What follows belongs to an exercise in optimizing a design on an open flow for a short achievable clock period and few clock cycles per item; a production flow would make more cautious choices. The RTL was checked by simulation tests, not by an equivalence proof against the original design. Power figures rest on the tool's default switching activity, not on a simulated workload.

[flow/config.mk]
export PLATFORM = sky130hd
export DESIGN_NAME = rle_dec
export DESIGN_NICKNAME = rle_dec
export VERILOG_FILES = /design/flow/design.v
export SDC_FILE = /design/flow/constraint.sdc
export NUM_CORES = 4
export LEC_CHECK = 0
export CAP_MARGIN = 20
export CORE_MARGIN = 2
export CORE_UTILIZATION = 40
export PLACE_DENSITY = 0.6
export SLEW_MARGIN = 20
[flow/constraint.sdc]
create_clock -name core_clock -period 10.0 [get_ports {clk}]
set_input_delay 2.0000 -clock core_clock [delete_from_list [all_inputs] [get_ports {clk}]]
set_output_delay 2.0000 -clock core_clock [all_outputs]
set_load 0.01 [all_outputs]
[flow/design.v]
module rle_dec (
    input  wire        clk,
    input  wire        rst,          
    input  wire        start,        
    input  wire        clear,        
    input  wire [15:0] in_len,       
    output wire [13:0] mem_addr,     
    input  wire [31:0] mem_rdata,    
    output reg         out_valid,
    output reg  [31:0] out_data,
    output wire        busy,
    output wire        done,
    output wire        error,
    output reg  [3:0]  cause,
    output reg  [31:0] info,
    output reg  [31:0] num,
    output wire [20:0] hdr_cfg,      
    output reg  [18:0] pos,
    output reg  [20:0] fill
);
    localparam [31:0] MAX_SYMBOLS = 32'd1048576;
    localparam [3:0] S_IDLE  = 4'd0,  S_HNUM  = 4'd1,  S_HWS   = 4'd2,
                     S_HRS0  = 4'd3,  S_HRS1  = 4'd4,  S_HRS2  = 4'd5,
                     S_HRS3  = 4'd6,  S_TFLAG = 4'd7,  S_TSEL  = 4'd8,
                     S_TLEN  = 4'd9,  S_TRVAL = 4'd10, S_TFILL = 4'd11,
                     S_TLVAL = 4'd12, S_DONE  = 4'd13, S_ERROR = 4'd14;
    localparam [3:0] C_OVER_READ    = 4'd1,
                     C_RUN_OVERFLOW = 4'd2,
                     C_OUT_CAPACITY = 4'd3;
    reg [3:0]  state;
    reg [15:0] d_len;
    reg [4:0]  ws_m1;
    reg [3:0]  rs0_m1, rs1_m1, rs2_m1, rs3_m1;
    reg        flag;
    reg [1:0]  sel;
    reg [21:0] grp_end;      
    reg [31:0] value;        
    reg [31:0] acc;          
    reg [5:0]  bcnt;         
    reg [13:0] addr_q;
    reg        addr_q_ok;
    assign mem_addr = pos[18:5];
    assign busy     = (state != S_IDLE) && (state != S_DONE) && (state != S_ERROR);
    assign done     = (state == S_DONE);
    assign error    = (state == S_ERROR);
    assign hdr_cfg  = {rs3_m1, rs2_m1, rs1_m1, rs0_m1, ws_m1};
    reg [3:0] rs_sel_m1;
    always @(*) begin
        case (sel)
            2'd0:    rs_sel_m1 = rs0_m1;
            2'd1:    rs_sel_m1 = rs1_m1;
            2'd2:    rs_sel_m1 = rs2_m1;
            default: rs_sel_m1 = rs3_m1;
        endcase
    end
    reg [5:0] width;
    always @(*) begin
        case (state)
            S_HNUM:           width = 6'd32;
            S_HWS:            width = 6'd5;
            S_HRS0, S_HRS1,
            S_HRS2, S_HRS3:   width = 6'd4;
            S_TFLAG:          width = 6'd1;
            S_TSEL:           width = 6'd2;
            S_TLEN:           width = {2'b00, rs_sel_m1} + 6'd1;
            default:          width = {1'b0, ws_m1} + 6'd1;    
        endcase
    end
    wire        reading   = (state >= S_HNUM && state <= S_TLEN) ||
                            state == S_TRVAL || state == S_TLVAL;
    wire        loop_end  = (state == S_TFLAG) && ({11'd0, fill} == num);
    wire [19:0] field_end = {1'b0, pos} + {14'd0, width};
    wire        over_read = reading && !loop_end && (bcnt == 6'd0) &&
                            (field_end > {1'b0, d_len, 3'b000});
    wire        bit_ok    = addr_q_ok && (addr_q == pos[18:5]);
    wire        cur_bit   = mem_rdata[5'd31 - pos[4:0]];
    wire        take_bit  = reading && !loop_end && !over_read && bit_ok;
    wire [31:0] acc_next  = {acc[30:0], cur_bit};
    wire        field_rdy = take_bit && (bcnt + 6'd1 == width);
    wire [21:0] len_end   = {1'b0, fill} + {5'd0, acc_next[16:0]} + 22'd1;
    always @(posedge clk) begin
        addr_q    <= mem_addr;
        addr_q_ok <= !rst;
        out_valid <= 1'b0;
        if (rst) begin
            state    <= S_IDLE;
            d_len    <= 16'd0;
            ws_m1    <= 5'd0;
            rs0_m1   <= 4'd0;
            rs1_m1   <= 4'd0;
            rs2_m1   <= 4'd0;
            rs3_m1   <= 4'd0;
            flag     <= 1'b0;
            sel      <= 2'd0;
            grp_end  <= 22'd0;
            value    <= 32'd0;
            acc      <= 32'd0;
            bcnt     <= 6'd0;
            cause    <= 4'd0;
            info     <= 32'd0;
            num      <= 32'd0;
            pos      <= 19'd0;
            fill     <= 21'd0;
            out_data <= 32'd0;
        end else if (clear) begin
            state <= S_IDLE;
            cause <= 4'd0;
            info  <= 32'd0;
        end else if (start && !busy) begin
            state   <= S_HNUM;
            d_len   <= in_len;
            ws_m1   <= 5'd0;
            rs0_m1  <= 4'd0;
            rs1_m1  <= 4'd0;
            rs2_m1  <= 4'd0;
            rs3_m1  <= 4'd0;
            flag    <= 1'b0;
            sel     <= 2'd0;
            grp_end <= 22'd0;
            value   <= 32'd0;
            acc     <= 32'd0;
            bcnt    <= 6'd0;
            cause   <= 4'd0;
            info    <= 32'd0;
            num     <= 32'd0;
            pos     <= 19'd0;
            fill    <= 21'd0;
        end else if (loop_end) begin
            state <= S_DONE;
        end else if (over_read) begin
            state <= S_ERROR;
            cause <= C_OVER_READ;
            info  <= {26'd0, width};
        end else if (state == S_TFILL) begin
            out_valid <= 1'b1;
            out_data  <= value;
            fill      <= fill + 21'd1;
            if ({1'b0, fill} + 22'd1 == grp_end)
                state <= S_TFLAG;
        end else if (take_bit) begin
            pos <= pos + 19'd1;
            if (!field_rdy) begin
                acc  <= acc_next;
                bcnt <= bcnt + 6'd1;
            end else begin
                acc  <= 32'd0;
                bcnt <= 6'd0;
                case (state)
                    S_HNUM: begin
                        num <= acc_next;
                        if (acc_next > MAX_SYMBOLS) begin
                            state <= S_ERROR;
                            cause <= C_OUT_CAPACITY;
                            info  <= acc_next;
                        end else begin
                            state <= S_HWS;
                        end
                    end
                    S_HWS:  begin ws_m1  <= acc_next[4:0]; state <= S_HRS0;  end
                    S_HRS0: begin rs0_m1 <= acc_next[3:0]; state <= S_HRS1;  end
                    S_HRS1: begin rs1_m1 <= acc_next[3:0]; state <= S_HRS2;  end
                    S_HRS2: begin rs2_m1 <= acc_next[3:0]; state <= S_HRS3;  end
                    S_HRS3: begin rs3_m1 <= acc_next[3:0]; state <= S_TFLAG; end
                    S_TFLAG: begin flag <= acc_next[0];    state <= S_TSEL;  end
                    S_TSEL:  begin sel  <= acc_next[1:0];  state <= S_TLEN;  end
                    S_TLEN: begin
                        grp_end <= len_end;
                        if ({10'd0, len_end} > {1'b0, num}) begin
                            state <= S_ERROR;
                            cause <= C_RUN_OVERFLOW;
                            info  <= {15'd0, acc_next[16:0]} + 32'd1;
                        end else begin
                            state <= flag ? S_TRVAL : S_TLVAL;
                        end
                    end
                    S_TRVAL: begin
                        value <= acc_next;
                        state <= S_TFILL;
                    end
                    S_TLVAL: begin
                        out_valid <= 1'b1;
                        out_data  <= acc_next;
                        fill      <= fill + 21'd1;
                        if ({1'b0, fill} + 22'd1 == grp_end)
                            state <= S_TFLAG;
                    end
                    default: ;
                endcase
            end
        end
    end
endmodule
[flow/run.sh]
#!/bin/bash
# synth_recipe.tcl (not shown) runs the flow's synth.tcl, then flattens the netlist and writes it again
# the make line also repeats each setting of config.mk as NAME=value (left out here)
make -C /OpenROAD-flow-scripts/flow DESIGN_CONFIG=/design/flow/config.mk WORK_HOME=/design/flow/orfs CLKGATE_MAP_FILE= SYNTH_SCRIPT=/design/flow/synth_recipe.tcl finish
==> run notes <==
[kinds of logic after synthesis]
logic type | synth area share
multiplexers | 0.03013
XOR/XNOR | 0.07316
AO/OA/AOI/OAI | 0.2147
flip-flops | 0.3554
buffers and inverters | 0.06356
other | 0.0002303
AND/OR/NAND/NOR | 0.2067
adder cells (fa/ha/maj) | 0.05610
[Yosys cell counts (6+ instances only)]
cell,instances
o21a_1,6
a211oi_1,7
a21o_1,18
o311ai_0,6
nand3b_1,14
buf_1,7
o21ai_0,67
xnor2_1,86
and2_1,12
o22ai_1,6
o211ai_1,27
a31oi_1,15
nor4_1,39
clkbuf_1,113
nor2_1,124
nand2_1,226
o41ai_1,6
buf_2,29
a22oi_1,33
nand4_1,46
or4_1,9
a21oi_1,128
and4_1,6
or3_1,14
a31o_2,7
a22o_1,74
ha_1,69
dfxtp_1,289
mux4_2,14
xor2_1,50
mux2i_1,13
nor3_1,35
o31ai_1,7
nor2b_1,10
nand2b_1,11
nand3_1,83
and3_1,31
buf_4,17
a311oi_1,38
inv_1,70
a211o_1,7
[worst max-delay path, delay by kind of cell]
kind / cells / cell delay [ns]
mux: 3 / 1.32
xor+xnor: 1 / 0.20
fa+ha+maj: 3 / 0.83
buf+inv: 3 / 0.70
compound gates: 8 / 1.92
simple gates: 8 / 2.26
[flip-flops by register name (all words and copies together) (netlist names), 5 cells and up]
| signal | cells |
|---|---|
| info | 32 |
| fill | 21 |
| value | 32 |
| addr_q | 14 |
| out_data | 32 |
| num | 32 |
| d_len | 16 |
| pos | 19 |
| ws_m1 | 5 |
| acc | 31 |
| grp_end | 22 |
| bcnt | 6 |
[cell type report]
type / count / area (um2)
fill: 3781 / 19890
multi-input combinational: 1425 / 9558
sequential: 289 / 5786
timing repair buffer: 266 / 2565
clock buffer: 45 / 974.7
tap: 525 / 656.9
inverter: 71 / 266.5
clock inverter: 17 / 215.2
[placed cells by master (no fill, tap or decap), types with 7 or more instances in the layout]
cell type,count
buf_4,39
clkbuf_16,36
inv_1,70
nand2_1,226
nand3_1,83
xor2_1,50
a31o_2,7
nor3_1,33
or4_1,9
mux4_2,14
a21oi_1,127
clkinv_2,7
a211o_1,7
a211oi_1,7
ha_1,69
nor4_1,39
and3_1,31
and2_1,12
nand2b_1,11
mux2i_1,13
o211ai_1,27
nand3b_1,14
nor2_1,122
a22o_1,74
xnor2_1,86
nand4_1,46
or3_1,14
nor2b_1,9
dfxtp_1,289
clkdlybuf4s50_1,227
a22oi_1,33
o21ai_0,67
o31ai_1,7
a21o_1,18
a311oi_1,38
a31oi_1,14
[final timing paths]
check	cells past startpoint	endpoint	start
worst min register to register	2	d_len[7]$_SDFFE_PP0P_	d_len[7]$_SDFFE_PP0P_
worst min-delay path	2	d_len[7]$_SDFFE_PP0P_	d_len[7]$_SDFFE_PP0P_
worst max-delay path	26	info[11]$_SDFFE_PP0P_	mem_rdata[3]
worst max register to register	25	info[11]$_SDFFE_PP0P_	pos[0]$_SDFFE_PP0P_
[metal layers]
| metal | wire length (um) | vias to the layer above |
|---|---|---|
| li1 | - | 7392 |
| met1 | 27270 | 7728 |
| met2 | 26490 | 564 |
| met3 | 3686 | 110 |
| met4 | 1601 | 0 |
| met5 | 0 | - |
[report_power, final]
| group | total (mW) | internal, mW | switching, mW | leakage [nW] |
|---|---|---|---|---|
| clock network | 1.34 | 0.799 | 0.539 | 0.591 |
| logic | 0.220 | 0.0717 | 0.148 | 4.43 |
| registers | 1.16 | 1.16 | 0.00669 | 2.33 |
[per-stage QoR]
step / worst slack (ns) / power (mW) / utilization
2_1_floorplan: 2.138 / 1.320 / -
3_3_place_gp: 0.8362 / 1.404 / 0.4718
3_5_place_dp: 0.6864 / 1.406 / 0.4718
4_1_cts: 1.247 / 2.738 / 0.5016
5_1_grt: 0.8111 / 2.798 / 0.5016
6_report: 1.196 / 2.722 / 0.5016
==> flow_metrics.tcl <==
set metrics [dict create \
    outcome "finished clean" \
    syn_area_um2 16280 \
    rsz0062_at_grt "false" \
    tightest_slew_ns 1.091 \
    drc 0 \
    critPathLaunchType "input port" \
    cts_resized 0 \
    hold_class "flop to flop" \
    cp.required_ns 10.40 \
    leakage_nw 7.354 \
    fin_nets 2212 \
    start_util 0.4079 \
    stdcell_area_um2 20020 \
    synth_edf_count 0 \
    met2_usage 0.4258 \
    drt_iter0_markers 1282 \
    arrival_ns 9.21 \
    setup_viol 0 \
    synth.area.top_cells "dfxtp_1 (36%), ha_1 (5.3%), nand2_1 (5.2%)" \
    antenna_cells 0 \
    skew_ns 0.01995 \
    timing.hold.ws_ns 0.4617 \
    max_slew_margin 0.2706 \
    cts_sinks 289 \
    grt_use_met3 0.04973 \
    pin_count 231 \
    top_usage_layer "met2" \
    drtPass1Iterations 5 \
    critical_path_class "input port to flop" \
    max_freq_mhz 113.6 \
    hold_buffers 0 \
    fp.dieH_um 205.7 \
    slowest_stage "nor2_1" \
    cts.path.max_buffers 3 \
    ys_ff_latch 289 \
    routedWlPerCell_um 22.38 \
    cts-buffers-inserted 36 \
    seq_area_frac_synth 0.3554 \
    syn_inst 1954 \
    vias 15790 \
    synthArstFlopShare 0 \
    wl_um 59040 \
    grt_pass1_vias 15170 \
    via_per_inst 5.987 \
    die-area_um2 42330 \
    gp_congestion 0.9275 \
    maxCapViolations 0 \
    dp_hpwl_um 41880 \
    finalNonFillerCells 2638 \
    cts_tree "done" \
    yosys_warnings 1 \
    clk_pin_slew_ns 0.06 \
    final_layout_size_suffix_gt1_frac 0.06957 \
    use_met1 0.3875 \
    endpoint_kind "flop" \
    clockRootBuffer "clkbuf_16" \
    grt_pass1_wl_um 90620 \
    antenna_left 0 \
    synthFlopType "dfxtp_1" \
    die_x_um 205.7 \
    fp.coreArea_um2 39910 \
    post_cts_buffers 0 \
    reg2reg_slack_ns 2.15 \
    grt_max_degree 84 \
    slew_viol_final 0 \
    track_usage 0.2763 \
    htree_levels 2 \
    place_area_um2 18830 \
    fin_setup_tns_ns 0 \
    yosys.area.top_type "dfxtp_1" \
    grt_overflow 0 \
    dp_cells 2576 \
    area_growth_pct 22.98 \
    peakVddDrop_mv 0.1255 \
    path_max_fanout 20 \
    synth_top_area_frac 0.3554 \
    hold_viol 0 \
    grt_antenna_before_repair 1 \
    fin_crit_ns 8.804 \
    fp-row-count 73 \
    ys_types 85 \
    fin_crit_sh 0.8804 \
    powerDensity_nw_per_um2 136.0 \
    io_buffers 228 \
    avgSynthCellArea_um2 8.332 \
    clk_latency_ns 0.55 \
    max_stage_delay_ns 0.62 \
]
Testbench counts, summed over its fixed seeds: cycles 619,263, symbols 302,885.

[static timing again, ports no longer ideal]
The flow's constraints put no driver on any port. The routed layout listed below was extracted and timed again, unchanged, in two steps.
Step 1 assumes that a clkbuf_16 drives the clock port and a buf_2 every other input.
Step 2 moves the port delays by t, midway between the first and last clock arrival at a register: inputs arrive t later, outputs are due t later. That takes back most of the time a late clock gives input paths.
Three values: ideal ports, drivers, drivers and shift; two values: the first two.
t (ns): 0.599
setup slack, ns: 1.196 / 1.219 / 0.620
latest minus earliest clock arrival (ns): 0.020 / 0.020
After both steps this run still meets setup and hold. For this run, drivers alone change the setup slack by +0.023 ns; drivers and shift together by -0.576 ns.
